Background: an optimization exercise with open tools, aiming at small area, a short achievable clock period and few clock cycles. Do not read the settings as production practice. In this exercise RTL edits were held to simulation tests only and were not proved equivalent to the original. Power and IR drop assume default switching activity.

**flow/flow/run.sh**
```bash
#!/bin/bash
# The standard layout, with the timing repair aiming 8 ns below the clock
# period and free to resize cells across footprints. Each step's full output
# stays in the ORFS logs under orfs/logs; make's own output goes to make.log.
set -euo pipefail
bash standard.sh SETUP_SLACK_MARGIN=8 MATCH_CELL_FOOTPRINT=0 finish > make.log 2>&1
```
**flow/design.v**
```verilog
module eac3lc_crc_step (
    input  wire [15:0] crc_in,
    input  wire [7:0]  data,
    output reg  [15:0] crc_out
);
    integer i;
    reg [15:0] c;
    always @* begin
        c = crc_in ^ {data, 8'h00};
        for (i = 0; i < 8; i = i + 1) begin
            if (c[15])
                c = {c[14:0], 1'b0} ^ 16'h8005;
            else
                c = {c[14:0], 1'b0};
        end
        crc_out = c;
    end
endmodule
module eac3lc (
    input  wire        clk,
    input  wire        rst,
    input  wire        host_req,
    input  wire        host_we,
    input  wire        host_buf,
    input  wire [7:0]  host_addr,
    input  wire [31:0] host_wdata,
    output reg  [31:0] host_rdata,
    output wire        busy
);
    localparam [31:0] ID_VALUE = 32'h4C433136;
    localparam [3:0] R_ID = 4'h0, R_CMD = 4'h1, R_STATUS = 4'h2, R_LEN = 4'h3,
                     R_ARG_A = 4'h4, R_ARG_B = 4'h5, R_ARG_C = 4'h6, R_RESULT = 4'h7,
                     R_FCOUNT = 4'h8, R_TRIM = 4'h9, R_CURSOR = 4'hA, R_CAP = 4'hB;
    localparam [3:0] O_OK = 4'h0, O_NO_SYNC = 4'h1, O_TRUNCATED = 4'h2, O_RESYNC_EXH = 4'h3,
                     O_NOT_FOUND = 4'h4, O_ILLEGAL = 4'h5;
    localparam [3:0] S_BT0  = 4'd0,     
                     S_BT1  = 4'd1,     
                     S_BT2  = 4'd2,     
                     S_CR1  = 4'd3,     
                     S_CRC  = 4'd4,     
                     S_SCAN = 4'd5,     
                     S_FJ   = 4'd6,     
                     S_STRM = 4'd7,     
                     S_FINW = 4'd8,     
                     S_ILL  = 4'd9;
    localparam [1:0] M_FIND = 2'd0, M_SEEK = 2'd1, M_RUN = 2'd2;
    reg [511:0] mem;         
    reg [6:0]  len_q;
    reg [31:0] arg_a, arg_b, arg_c;
    reg [31:0] result;
    reg [6:0]  frame_count;
    reg [6:0]  trim;
    reg [6:0]  cursor;
    reg        st_busy, st_done;
    reg        busy_o;       
    reg [3:0]  st_outcome;
    reg [7:0]  st_last_op;
    reg        st_overrun, st_conflict;
    reg [63:0] rowq;         
    reg [31:0] regq;         
    reg [3:0]  state;
    reg [1:0]  mode;         
    reg        is_run, is_fp;
    reg [1:0]  bop;          
    reg [6:0]  ptr;          
    reg [6:0]  lim;          
    reg        abig;         
    reg [6:0]  qa;           
    reg        v;            
    reg [7:0]  vmask;        
    reg        vl0, vl1;     
    reg        carry0b;      
    reg        qin;          
    reg [2:0]  bsh;          
    reg [7:0]  bval;         
    reg [15:0] crc;
    reg [6:0]  sa;           
    reg [6:0]  off;          
    reg [2:0]  lenhi;
    reg        flk;          
    reg [5:0]  flo;          
    reg [6:0]  cend;         
    reg [6:0]  oend;         
    reg        r2, r3, r7, r8, r9;    
    reg        tneg;         
    reg [5:0]  tdh;          
    reg [6:0]  cka;          
    reg [1:0]  ckp;          
    assign busy = busy_o;
    wire        h_reg_wr = host_req &  host_we & ~host_buf;
    wire        h_buf_wr = host_req &  host_we &  host_buf;
    wire [3:0]  h_reg    = host_addr[5:2];
    wire        cmd_wr   = h_reg_wr && h_reg == R_CMD;
    wire        accept   = cmd_wr && !st_busy;
    wire        h_buf_ok = !st_busy && host_addr[7:6] == 2'b00;
    wire [7:0]  cwl      = host_wdata[7:0];
    wire        cw_hi0   = host_wdata[31:8] == 24'd0;
    wire [5:0]  pre_a = host_wdata[0] ? 6'd0 : arg_a[5:0];
    wire [2:0]  ra  = st_busy ? ptr[5:3] : host_buf ? host_addr[5:3] : pre_a[5:3];
    reg  [7:0]  rsel;
    reg  [63:0] row;
    integer rr;
    always @* begin
        for (rr = 0; rr < 8; rr = rr + 1) rsel[rr] = ra == rr[2:0];
        row = 64'd0;
        for (rr = 0; rr < 8; rr = rr + 1) row = row | (mem[64*rr +: 64] & {64{rsel[rr]}});
    end
    wire        a_hi6   = |arg_a[31:6];
    wire        a_hi9   = |arg_a[31:9];
    wire        b_hi7   = |arg_b[31:7];
    wire        b_zero  = arg_b == 32'd0;
    wire [6:0]  cc_end  = (b_hi7 || arg_b[6:0] > len_q) ? len_q : arg_b[6:0];
    wire [7:0]  ab_sum  = {2'b00, arg_a[5:0]} + {1'b0, arg_b[6:0]};
    wire [6:0]  sf_lim  = (b_zero || b_hi7 || ab_sum >= {1'b0, len_q}) ? len_q : ab_sum[6:0];
    wire        p_lt    = !abig && ptr < lim;                
    wire [6:0]  ptr_p1  = ptr + 7'd1;
    wire [6:0]  ptr_np  = {ptr[6:1] + 6'd1, 1'b0};           
    wire [6:0]  ptr_nr  = {ptr[6:3] + 4'd1, 3'b000};         
    wire        near    = {1'b0, sa} + 8'd5 > {1'b0, lim};    
    reg  [15:0] pair;
    integer pp;
    always @* begin
        pair = 16'd0;
        for (pp = 0; pp < 4; pp = pp + 1) pair = pair | (rowq[16*pp +: 16] & {16{qa[2:1] == pp[1:0]}});
    end
    wire [7:0]  pb0     = pair[7:0];
    wire [7:0]  pb1     = pair[15:8];
    wire [7:0]  qbyte   = qa[0] ? pb1 : pb0;
    reg  [7:0]  imask;
    integer j;
    wire        i_rlt = ptr[6:3] <  lim[6:3];
    wire        i_req = ptr[6:3] == lim[6:3];
    always @* begin
        for (j = 0; j < 8; j = j + 1)
            imask[j] = (j[2:0] >= ptr[2:0]) && (i_rlt || (i_req && j[2:0] < lim[2:0]));
    end
    reg  [7:0]  i0mask;
    always @* begin
        for (j = 0; j < 8; j = j + 1)
            i0mask[j] = {4'd0, j[2:0]} < len_q;
    end
    reg  [7:0]  amask;
    wire        a_rlt = {1'b0, arg_a[5:3]} <  sf_lim[6:3];
    wire        a_req = {1'b0, arg_a[5:3]} == sf_lim[6:3];
    always @* begin
        for (j = 0; j < 8; j = j + 1)
            amask[j] = !a_hi6 && (j[2:0] >= arg_a[2:0]) &&
                       (a_rlt || (a_req && j[2:0] < sf_lim[2:0]));
    end
    reg  [7:0]  is0b, is77;
    reg  [7:0]  cand;
    always @* begin
        for (j = 0; j < 8; j = j + 1) begin
            is0b[j] = rowq[8*j +: 8] == 8'h0B;
            is77[j] = rowq[8*j +: 8] == 8'h77;
        end
        cand[0] = carry0b && vmask[0] && is77[0];
        for (j = 0; j < 7; j = j + 1)
            cand[j+1] = vmask[j] && vmask[j+1] && is0b[j] && is77[j+1];
    end
    reg  [2:0]  cidx;
    always @* begin
        cidx = 3'd0;
        for (j = 7; j >= 0; j = j - 1)
            if (cand[j]) cidx = j[2:0];
    end
    wire        found   = v && cand != 8'd0;
    wire [6:0]  fpos    = {qa[6:3], 3'b000} + {4'd0, cidx} - 7'd1;    
    wire [6:0]  fpos2   = {qa[6:3], 3'b000} + {4'd0, cidx} + 7'd1;    
    wire [6:0]  o0      = off;
    wire        lo_in0  = off[0];                     
    wire [7:0]  lo      = lo_in0 ? (r3 ? pb0 : 8'h00) : (r3 ? pb1 : 8'h00);
    wire [2:0]  hi      = !off[0] ? (r2 ? pb0[2:0] : 3'd0) : lenhi;
    wire        lo_now  = !flk && (o0 == 7'd3 || o0 == 7'd2);
    wire        x_le1   = hi == 3'd0 && lo < 8'd2;         
    wire        x_ge3   = hi != 3'd0 || lo >= 8'd3;        
    wire [12:0] fl      = {1'b0, hi, lo, 1'b0} + 13'd2;
    wire [12:0] ffl     = {6'd0, flo, 1'b0} + 13'd2;
    wire        f_trunc = abig || tneg || hi != 3'd0 || lo > {2'b00, tdh};
    wire [6:0]  em2     = sa + {lo[5:0], 1'b0};           
    wire [6:0]  fl_m3   = x_le1 ? 7'd0 : ({lo[5:0], 1'b0} - 7'd1);    
    function [8:0] mutate;   
        input       at7, at8, at9;
        input [7:0] b;
        begin
            mutate = {1'b0, b};
            if (at7)
                mutate = {r7, r8 ? ((b & 8'hF8) | 8'h05) : (b | 8'h04)};
            else if (at8)
                mutate = {r8, r9 ? 8'hA0 : ((b & 8'h03) | 8'hA0)};
            else if (at9)
                mutate = {r9, b & 8'h03};
        end
    endfunction
    wire        o_is6   = o0 == 7'd6;
    wire        o_is7   = o0 == 7'd7;
    wire        o_is8   = o0 == 7'd8;
    wire        o_is9   = o0 == 7'd9;
    wire [8:0]  m0      = mutate(o_is7, o_is8, o_is9, pb0);
    wire [8:0]  m1      = mutate(o_is6, o_is7, o_is8, pb1);
    wire        o_lt_c  = o0 < cend;
    wire        fc0     = o0 >= 7'd2 && (flk ? (o_lt_c || o0 == cend) : 1'b1);
    wire        fc1     = o0 >= 7'd1 && (flk ? o_lt_c : (o0 != 7'd3 || x_ge3));
    wire        s_end   = flk && o0 >= oend;      
    reg  [15:0] cu_in;
    reg  [7:0]  cu_b0, cu_b1;
    reg         cu_e0, cu_e1;
    wire [15:0] cu_s0, cu_s1;
    wire [15:0] cu_c1 = cu_e0 ? cu_s0 : cu_in;
    wire [15:0] cu_out = cu_e1 ? cu_s1 : cu_c1;
    eac3lc_crc_step u_crc0 (.crc_in(cu_in), .data(cu_b0), .crc_out(cu_s0));
    eac3lc_crc_step u_crc1 (.crc_in(cu_c1), .data(cu_b1), .crc_out(cu_s1));
    always @* begin
        cu_in = crc;
        cu_b0 = pb0;
        cu_b1 = pb1;
        cu_e0 = vl0;
        cu_e1 = vl1;
        case (state)
            S_CR1: begin
                cu_b0 = 8'h00;            
                cu_e0 = 1'b1;
                cu_e1 = 1'b0;
            end
            S_STRM: begin
                cu_b0 = m0[7:0];
                cu_b1 = m1[7:0];
                cu_e0 = fc0;
                cu_e1 = fc1;
            end
            default: ;
        endcase
    end
    wire [7:0]  bit_m = 8'h80 >> bsh;
    reg        e_we0, e_we1;
    reg [4:0]  e_wp;
    reg [7:0]  e_wd0, e_wd1;
    reg [7:0]  e_bd;            
    reg        e_bwe;           
    always @* begin
        e_bwe = 1'b0;
        e_bd  = 8'h00;
        case (state)
            S_BT1: begin
                if (bop == 2'd2) begin
                    e_bwe = qin;
                    e_bd  = crc[0] ? (qbyte | bval) : (qbyte & ~bval);
                end else if (bop == 2'd3) begin
                    if (bsh == 3'd0) begin
                        e_bwe = qin;
                        e_bd  = crc[15:8];
                    end else begin
                        e_bwe = p_lt;
                        e_bd  = (qbyte & ~bval) | crc[15:8];
                    end
                end
            end
            S_BT2: begin
                e_bwe = 1'b1;
                e_bd  = (qbyte & bval) | crc[7:0];
            end
            default: ;
        endcase
        if (ckp != 2'd0) begin
            e_wp  = cka[5:1];
            e_we0 = !cka[0];
            e_we1 = cka[0];
            e_wd0 = ckp[1] ? crc[15:8] : crc[7:0];
            e_wd1 = e_wd0;
        end else if (state == S_STRM) begin
            e_wp  = qa[5:1];
            e_we0 = m0[8];
            e_we1 = m1[8];
            e_wd0 = m0[7:0];
            e_wd1 = m1[7:0];
        end else begin
            e_wp  = qa[5:1];
            e_we0 = e_bwe && !qa[0];
            e_we1 = e_bwe && qa[0];
            e_wd0 = e_bd;
            e_wd1 = e_bd;
        end
    end
    wire       b_we0 = st_busy ? e_we0 : (h_buf_wr && h_buf_ok && !host_addr[0]);
    wire       b_we1 = st_busy ? e_we1 : (h_buf_wr && h_buf_ok &&  host_addr[0]);
    wire [4:0] b_wp  = st_busy ? e_wp  : host_addr[5:1];
    wire [7:0] b_wd0 = st_busy ? e_wd0 : host_wdata[7:0];
    wire [7:0] b_wd1 = st_busy ? e_wd1 : host_wdata[7:0];
    integer i;
    always @(posedge clk) begin
        for (i = 0; i < 32; i = i + 1) begin
            if (b_wp == i[4:0] && b_we0) mem[16*i +: 8]     <= b_wd0;
            if (b_wp == i[4:0] && b_we1) mem[16*i + 8 +: 8] <= b_wd1;
        end
    end
    wire [31:0] status_word = {14'd0, st_conflict, st_overrun, st_last_op, st_outcome,
                               2'b00, st_done, st_busy};
    reg  [31:0] reg_rdata;
    always @* begin
        reg_rdata = ({32{h_reg == R_ID}}     & ID_VALUE)
                  | ({32{h_reg == R_STATUS}} & status_word)
                  | ({32{h_reg == R_LEN}}    & {25'd0, len_q})
                  | ({32{h_reg == R_ARG_A}}  & arg_a)
                  | ({32{h_reg == R_ARG_B}}  & arg_b)
                  | ({32{h_reg == R_ARG_C}}  & arg_c)
                  | ({32{h_reg == R_RESULT}} & result)
                  | ({32{h_reg == R_FCOUNT}} & {25'd0, frame_count})
                  | ({32{h_reg == R_TRIM}}   & {25'd0, trim})
                  | ({32{h_reg == R_CURSOR}} & {25'd0, cursor})
                  | ({32{h_reg == R_CAP}}    & 32'd64);
    end
    reg [7:0] hbyte;
    always @* begin
        hbyte = 8'h00;
        for (i = 0; i < 8; i = i + 1)
            hbyte = hbyte | (row[8*i +: 8] & {8{host_addr[2:0] == i[2:0]}});
    end
    always @(posedge clk) begin
        rowq <= row;
        regq <= host_buf ? {24'd0, h_buf_ok ? hbyte : 8'h00} : reg_rdata;
        qa   <= st_busy ? ptr : {1'b0, pre_a};
        qin  <= p_lt;
    end
    always @* host_rdata = regq;
    always @(posedge clk) begin
        if (rst) begin
            len_q <= 7'd0;
            arg_a <= 32'd0;
            arg_b <= 32'd0;
            arg_c <= 32'd0;
        end else if (h_reg_wr) begin
            case (h_reg)
                R_LEN:   len_q <= (host_wdata[31:7] != 25'd0 || host_wdata[6]) ?
                                  7'd64 : host_wdata[6:0];
                R_ARG_A: arg_a <= host_wdata;
                R_ARG_B: arg_b <= host_wdata;
                R_ARG_C: arg_c <= host_wdata;
                default: ;
            endcase
        end
    end
    always @(posedge clk) begin
        if (rst) begin
            st_overrun  <= 1'b0;
            st_conflict <= 1'b0;
        end else begin
            if (h_reg_wr && h_reg == R_STATUS) begin
                if (host_wdata[16]) st_overrun  <= 1'b0;
                if (host_wdata[17]) st_conflict <= 1'b0;
            end
            if (cmd_wr && st_busy)
                st_overrun <= 1'b1;
            if (host_req && host_buf && st_busy)
                st_conflict <= 1'b1;
        end
    end
    reg        fin;
    reg [3:0]  fin_code;
    reg        fin_res;         
    reg [31:0] fin_val;
    reg [7:0]  dlt;             
    always @(posedge clk) begin
        fin      = 1'b0;
        fin_code = O_OK;
        fin_res  = 1'b0;
        fin_val  = 32'd0;
        dlt      = {1'b0, lim} - {1'b0, sa};
        if (rst) begin
            st_busy     <= 1'b0;
            busy_o      <= 1'b0;
            st_done     <= 1'b0;
            st_outcome  <= 4'd0;
            st_last_op  <= 8'd0;
            result      <= 32'd0;
            frame_count <= 7'd0;
            trim        <= 7'd0;
            cursor      <= 7'd0;
            ckp         <= 2'd0;
        end else if (!st_busy) begin
            if (accept) begin
                st_busy    <= 1'b1;
                busy_o     <= 1'b1;
                st_done    <= 1'b0;
                st_outcome <= 4'd0;
                st_last_op <= cwl;
                if (cw_hi0 && cwl == 8'h23) begin
                    frame_count <= 7'd0;
                    trim        <= 7'd0;
                    cursor      <= 7'd0;
                end
            end
            lim        <= cwl[4] ? cc_end : (cwl[5] && cwl[1:0] == 2'b00) ? sf_lim : len_q;
            bval       <= arg_b[7:0];
            bsh        <= arg_a[2:0];
            bop        <= cwl[1:0];
            crc        <= (cwl[4] && cwl[1]) ? arg_c[15:0] :
                          (cwl[4] && !cwl[0]) ? {arg_b[7:0], 8'h00} :
                          (arg_c[15:0] ^ {arg_b[7:0], 8'h00});
            ptr        <= (cwl[5:4] == 2'b00) ? {1'b0, arg_a[8:3]} :
                          (cwl[5] && cwl[1:0] == 2'b11) ? 7'd8 :
                          (cwl[5] && cwl[1:0] != 2'b00) ? ({1'b0, arg_a[5:0]} + 7'd2) :
                          cwl[5] ? {{1'b0, arg_a[5:3]} + 4'd1, 3'b000} :
                          {arg_a[5:1] + 6'd1, 1'b0};
            sa         <= (cwl[5] && cwl[1:0] == 2'b11) ? 7'd0 : {1'b0, arg_a[5:0]};
            abig       <= (cwl[5:4] == 2'b00) ? a_hi9 : (cwl[5] && cwl[1:0] == 2'b11) ? 1'b0 : a_hi6;
            mode       <= (cwl[5] && cwl[1:0] == 2'b11) ? M_SEEK : M_FIND;
            v          <= (cwl[5] && (cwl[1:0] == 2'b11 || cwl[1:0] == 2'b00)) ||
                          (cwl[4] && cwl[1]);
            vmask      <= cwl[0] ? i0mask : amask;
            vl0        <= !a_hi6 && !arg_a[0] && {1'b0, arg_a[5:0]} < cc_end;
            vl1        <= !a_hi6 && {1'b0, arg_a[5:1], 1'b1} < cc_end;
            carry0b    <= 1'b0;
            is_run     <= cw_hi0 && cwl == 8'h23;
            is_fp      <= cwl[1];
            ckp        <= 2'd0;
            case (cwl)
                8'h01, 8'h02, 8'h03: state <= S_BT0;
                8'h10, 8'h11:        state <= S_CR1;
                8'h12:               state <= S_CRC;
                8'h20, 8'h23:        state <= S_SCAN;
                8'h21, 8'h22:        state <= S_FJ;
                default:             state <= S_ILL;
            endcase
            if (!cw_hi0) state <= S_ILL;
        end else begin
            if (ckp != 2'd0) begin
                ckp <= {1'b0, ckp[1]};
                cka <= cka + 7'd1;
            end
            v <= 1'b0;
            case (state)
                S_BT0: begin
                    bval  <= (bop == 2'd3) ? (8'hFF >> bsh) : bit_m;
                    crc   <= {bval >> bsh, bval << (4'd8 - {1'b0, bsh})};
                    if (bop != 2'd3) crc[0] <= bval[0];
                    v     <= 1'b1;
                    ptr   <= ptr_p1;
                    state <= S_BT1;
                end
                S_BT1: begin
                    if (bop == 2'd1) begin
                        fin = 1'b1; fin_res = 1'b1;
                        fin_val = {31'd0, qin & |(qbyte & bval)};
                    end else if (bop == 2'd3 && bsh != 3'd0 && p_lt) begin
                        v     <= 1'b1;
                        ptr   <= ptr_p1;
                        state <= S_BT2;
                    end else begin
                        fin = 1'b1;
                    end
                end
                S_BT2: fin = 1'b1;
                S_CR1: begin
                    fin = 1'b1; fin_res = 1'b1; fin_val = {16'd0, cu_out};
                end
                S_CRC: begin
                    if (v) crc <= cu_out;
                    vl0 <= 1'b0;
                    vl1 <= 1'b0;
                    if (p_lt) begin
                        v   <= 1'b1;
                        vl0 <= !ptr[0];
                        vl1 <= {ptr[6:1], 1'b1} < lim;
                        ptr <= ptr_np;
                    end else begin
                        fin = 1'b1; fin_res = 1'b1;
                        fin_val = {16'd0, cu_out};
                    end
                end
                S_SCAN: begin
                    if (p_lt) begin
                        v     <= 1'b1;
                        vmask <= imask;
                        ptr   <= ptr_nr;
                    end
                    if (v) carry0b <= vmask[7] && is0b[7];
                    if (mode == M_RUN && near) begin
                        v     <= 1'b0;
                        state <= S_FINW;
                    end else if (found) begin
                        if (mode == M_FIND) begin
                            fin = 1'b1; fin_res = 1'b1; fin_val = {25'd0, fpos};
                        end else begin
                            if (mode == M_SEEK) trim <= fpos;
                            sa    <= fpos;
                            ptr   <= fpos2;
                            mode  <= M_RUN;
                            v     <= 1'b0;
                            state <= S_FJ;
                        end
                    end else if (!p_lt) begin
                        fin = 1'b1;
                        case (mode)
                            M_FIND: begin
                                fin_res = 1'b1; fin_code = O_NOT_FOUND; fin_val = 32'hFFFF_FFFF;
                            end
                            M_SEEK:  fin_code = O_NO_SYNC;
                            default: fin_code = O_RESYNC_EXH;
                        endcase
                    end
                end
                S_FJ: begin
                    v     <= 1'b1;
                    ptr   <= ptr_np;
                    off   <= ptr[0] ? 7'd1 : 7'd2;
                    flk   <= 1'b0;
                    crc   <= 16'h0000;
                    r2    <= !abig && !dlt[7] && dlt[6:0] > 7'd2;
                    r3    <= !abig && !dlt[7] && dlt[6:0] > 7'd3;
                    r7    <= !dlt[7] && dlt[6:0] > 7'd7;
                    r8    <= !dlt[7] && dlt[6:0] > 7'd8;
                    r9    <= !dlt[7] && dlt[6:0] > 7'd9;
                    tneg  <= dlt[7] || dlt[6:0] < 7'd2;
                    tdh   <= dlt[6:1] - 6'd1;
                    state <= S_STRM;
                    if (is_run && near) fin = 1'b1;
                end
                S_STRM: begin
                    v   <= 1'b1;
                    ptr <= ptr_np;
                    off <= off + 7'd2;
                    crc <= cu_out;
                    if (o0 == 7'd1) lenhi <= r2 ? pb1[2:0] : 3'd0;
                    if (lo_now) begin
                        flk  <= 1'b1;
                        flo  <= lo[5:0];
                        cka  <= em2;
                        cend <= fl_m3;
                        oend <= (hi == 3'd0 && lo < 8'd6) ? 7'd8 : (fl_m3 - 7'd1);
                        if (x_le1) crc <= 16'h0000;
                        if (!is_run && !is_fp) begin
                            fin = 1'b1; fin_res = 1'b1; fin_val = {19'd0, fl};
                        end else if (f_trunc) begin
                            fin = 1'b1; fin_code = O_TRUNCATED;
                            fin_res = 1'b1; fin_val = {19'd0, fl};
                        end
                    end
                    if (s_end) begin
                        v      <= 1'b0;
                        ckp    <= 2'd2;
                        ptr    <= cka + 7'd2;
                        sa     <= cka + 7'd2;
                        carry0b <= 1'b0;
                        if (is_run) begin
                            frame_count <= frame_count + 7'd1;
                            state       <= S_SCAN;
                        end else begin
                            state <= S_FINW;
                        end
                    end
                end
                S_FINW: begin
                    if (ckp != 2'd2) begin
                        fin = 1'b1; fin_res = 1'b1;
                        fin_val = {crc, 3'd0, ffl};
                    end
                end
                default: begin
                    fin = 1'b1; fin_code = O_ILLEGAL;
                end
            endcase
            if (fin) begin
                st_outcome <= fin_code;
                st_busy    <= 1'b0;
                busy_o     <= 1'b0;
                st_done    <= 1'b1;
                if (is_run) begin
                    result <= {25'd0, frame_count};
                    cursor <= sa - trim;
                end else if (fin_res) begin
                    result <= fin_val;
                end
            end
        end
    end
endmodule
```
**flow/config.mk**
```make
export PLATFORM = sky130hd
export DESIGN_NAME = eac3lc
export DESIGN_NICKNAME = eac3lc
export VERILOG_FILES = /design/flow/design.v
export SDC_FILE = /design/flow/constraint.sdc
export NUM_CORES = 4
export LEC_CHECK = 0
export CAP_MARGIN = 20
export CORE_MARGIN = 2
export CORE_UTILIZATION = 40
export PLACE_DENSITY = 0.5
export SLEW_MARGIN = 20
```
**flow/standard.sh**
```bash
#!/bin/bash
# synth_recipe.tcl (not shown) runs the flow's synth.tcl, then flattens the netlist and writes it again
# the make line also repeats each setting of config.mk as NAME=value (left out here)
make -C /OpenROAD-flow-scripts/flow DESIGN_CONFIG=/design/flow/config.mk WORK_HOME=/design/flow/orfs CLKGATE_MAP_FILE= SYNTH_SCRIPT=/design/flow/synth_recipe.tcl "${@:-finish}"
```
**flow/constraint.sdc**
```tcl
create_clock -name core_clock -period 12.0 [get_ports {clk}]
set_input_delay 2.4000 -clock core_clock [delete_from_list [all_inputs] [get_ports {clk}]]
set_output_delay 2.4000 -clock core_clock [all_outputs]
set_load 0.01 [all_outputs]
```
==> reports/results.txt <==
Status = no timing/DRC/antenna violations
Fmax = 226 MHz
Core area = 109000 um^2
DIE WIDTH = 334 um
Sequential Power Share = 0.446
Commonest non-fill, non-tap cell in the layout = edfxtp_1
Yosys reg bits = 910
Post-DRT Antenna Nets = 0
Required @ worst endpoint = 12.56 ns
Area of the mapped netlist = 43700 um^2
Layout area overhead = 33.2%
P_sw = 0.00207 W
Setup violations, final = 0
Crit. End Element = flip-flop
Worst vdd ir = 0.128 mV
Clk pwr share = 0.404
Sequential cell area fraction in the yosys report = 0.562
Worst Tran Pin Value = 1.28 ns
GP Congestion = 0.985
Sw Ratio = 0.267
Share of layout cells above drive strength 1 = 0.292
Layout Skew = 0.0396 ns
RSZ-0062 raised after global routing = yes
LEAKAGE = 20.3 nW
Max transition margin = 0.143
Layout Cells excl Fill = 6026
Post-layout min period = 4.43 ns
Synth area leaders = edfxtp_1, dfxtp_1, a22oi_1
Number of buffers created by CTS = 100
CTS tree = yes
# rows = 121
Internal power = 0.00568 W
Total track usage = 0.329
Hold slack = 0.455 ns
Total power per unit cell area = 133 nW/um^2
Initial antenna violation count = 7
Synth Instances = 4106
Reg clk slew, reported paths = 0.06 ns
Root buffer cell = clkbuf_16
Total Power = 0.00775 W
# clock sinks = 910
Initial Util = 0.402
DIE HEIGHT = 334 um
Worst EP arrival = 5.00 ns
Synth area leader = edfxtp_1
Area share of the largest cell type after synthesis = 0.434
Synth warnings = 2
Async S/R FF share, synth = 0
Mapped Avg Cell Area = 10.6 um^2
Fillers = 9269
Setup TNS Final = 0 ns
Commonest non-fill, non-tap cells in the layout = edfxtp_1, nand2_1, a21oi_1, buf_4, dfxtp_1
DR vias = 37.4k
Vias in the first global route = 35.7k
Iter 0 DRT Violations = 4560
H-tree level count = 3
First-pass GRT wire length = 264 mm
Largest net degree at the start of global routing = 80
DRT Pass-1 Iters = 8
Synth Flop Type = edfxtp_1
Crit Path Class = input port to flip-flop
Period utilization = 0.369
DRC = 0
Total grt overflow = 0
Worst-path maximum fanout = 18
Post-Place Cells = 5421
I/O pin total = 78
Routed WL per cell = 31.4 um
Post-place setup slack = 5.33 ns
Startpoint class of the critical path = input port
Cell variety after synth = 100
Total wire length = 189 mm
Port bufs = 77
Final setup margin = 7.57 ns
Die ar. = 112000 um^2
Syn nets = 4274
HPWL after DPL = 119 mm
Final Max Tran Viols = 0
Skew-Pair Late Insertion Delay = 0.71 ns
Max-cap violations = 0
Post-synth EDFFs = 632
Nets = 4695
Worst Hold Class = flip-flop to flip-flop
Comb pwr share = 0.150
Final hold violations = 0
Vias/cell = 6.21
Max Buffers Root-to-Sink = 3
==> area by class of cell <==
type                    instances  area (um^2)  area share
repair buffers                559         6290       0.108
clock buffers                 136         2830      0.0486
multi-input cells            2826        21700       0.373
clock inverters                49          477     0.00819
inverters                     130          518     0.00890
flip-flops and latches        910        24600       0.423
well taps                    1414         1770      0.0304
diodes                          2         5.00   0.0000860
==> cells by family after synthesis <==
group,share of synthesized area
muxes,0.0293
xor gates and xnor gates,0.0314
DFF,0.562
other,0.0000858
AOI/OAI and AO/OA,0.170
adders and majority gates,0.0359
buffers and inverters,0.0334
and+or+nand+nor,0.138
==> metrics by stage <==
stage,utilization,area (um^2)
global route,0.536,58200
CTS,0.522,56600
finish,0.536,58200
global placement,0.436,47300
floorplan,-,45500
detailed placement,0.436,47300
==> critical path, cell delays in order <==
cell and delay [ns]:
buf_6 0.10, buf_12 0.14, nand2b_4 0.15, nor2_4 0.10, a21oi_2 0.04, o21a_1 0.22
nand2_2 0.14, nor2_4 0.08, buf_4 0.14, clkbuf_16 0.21, a22oi_2 0.16, nand4_1 0.11
buf_4 0.18, mux4_2 0.49, mux2i_1 0.20, o22ai_1 0.09
==> per-layer routing <==
layer	wire length, um	up-vias	GRT usage
met2	89400	1884	0.545
met1	74400	18800	0.415
met4	12700	2	0.181
li1	-	16200	-
met3	12900	525	0.0474
met5	11	-	0
==> timing repair <==
action / 4_1_cts / 5_1_grt
cloned: 36 / 6
resized for setup: 577 / 236
pin swaps: 228 / 123
setup endpoints to repair: 873 / 752
buffers inserted: 328 / 46
hold buffers: 0 / 0
==> path summary, 6_finish.rpt <==
kind / start / endpoint / slack, ns / depth (start not counted)
hold reg to reg: st_last_op[2]$_SDFFE_PP0P_ / st_last_op[2]$_SDFFE_PP0P_ / 0.46 / 2
setup / recovery: host_wdata[0] / regq[5]$_DFF_P_ / 7.57 / 16
setup reg to reg: qa[1]$_DFF_P_ / crc[10]$_DFFE_PP_ / 7.60 / 16
hold / removal: st_last_op[2]$_SDFFE_PP0P_ / st_last_op[2]$_SDFFE_PP0P_ / 0.46 / 2
==> cells in the mapped netlist, types with 10 or more instances <==
cell type,number
edfxtp_1,632
nand2_1,544
a21oi_1,373
nor2_1,353
a22oi_1,286
dfxtp_1,278
clkbuf_1,221
o21ai_0,161
inv_1,124
ha_1,119
xnor2_1,91
nand4_1,90
nand3_1,69
nor3_1,50
mux2i_1,49
xor2_1,49
nor2b_1,38
a21o_1,31
a31oi_1,30
nor4_1,30
o221ai_1,28
mux4_2,27
o22ai_1,27
a222oi_1,26
a221oi_1,25
nand2b_1,24
o21a_1,21
or3_1,17
and2_1,16
and3_1,16
a211oi_1,15
buf_1,15
mux2_2,14
o211ai_1,10
==> flip-flops by register name (all words and copies together), names as in the netlist, 16 cells and up <==
register  count
arg_b        32
regq         32
result       32
crc          16
mem         512
arg_c        32
rowq         64
arg_a        32
==> power by group through the flow <==
stage                     Clock, W  Combinational (W)  Sequential [W]
after global routing       0.00328            0.00121         0.00346
after global placement           0           0.000734         0.00352
final                      0.00313            0.00116         0.00346
after floorplan                  0           0.000490         0.00348
after CTS                  0.00316            0.00104         0.00345
after detailed placement         0           0.000738         0.00352
Testbench counts, summed over its fixed seeds: cycles 25,847.

==> afterwards: timing with drivers on the ports <==
How much do the figures lean on ideal ports? The routed layout below was timed once more, with nothing changed but the port constraints.
Step 1: set_driving_cell puts a clkbuf_16 on clk and a buf_2 on each other input, an assumption about the parent block.
Step 2, shift: input delay + t, output delay - t, t = (earliest + latest rising clock arrival at the registers) / 2. This alone moves slack from input paths to output paths.
Three values: no drivers, after step 1, after step 2; two values: the first two.
t, ns: 0.772
setup WS [ns]: 7.569 / 7.600 / 6.842
clock arrival spread, ns: 0.040 / 0.040
slew at the worst register clock pin (ns): 0.07 / 0.07
worst data-port slew with drivers (ns): 0.06
After both steps this run still meets setup and hold. The setup slack of this run moves by +0.031 ns with the drivers and by -0.727 ns with both steps.
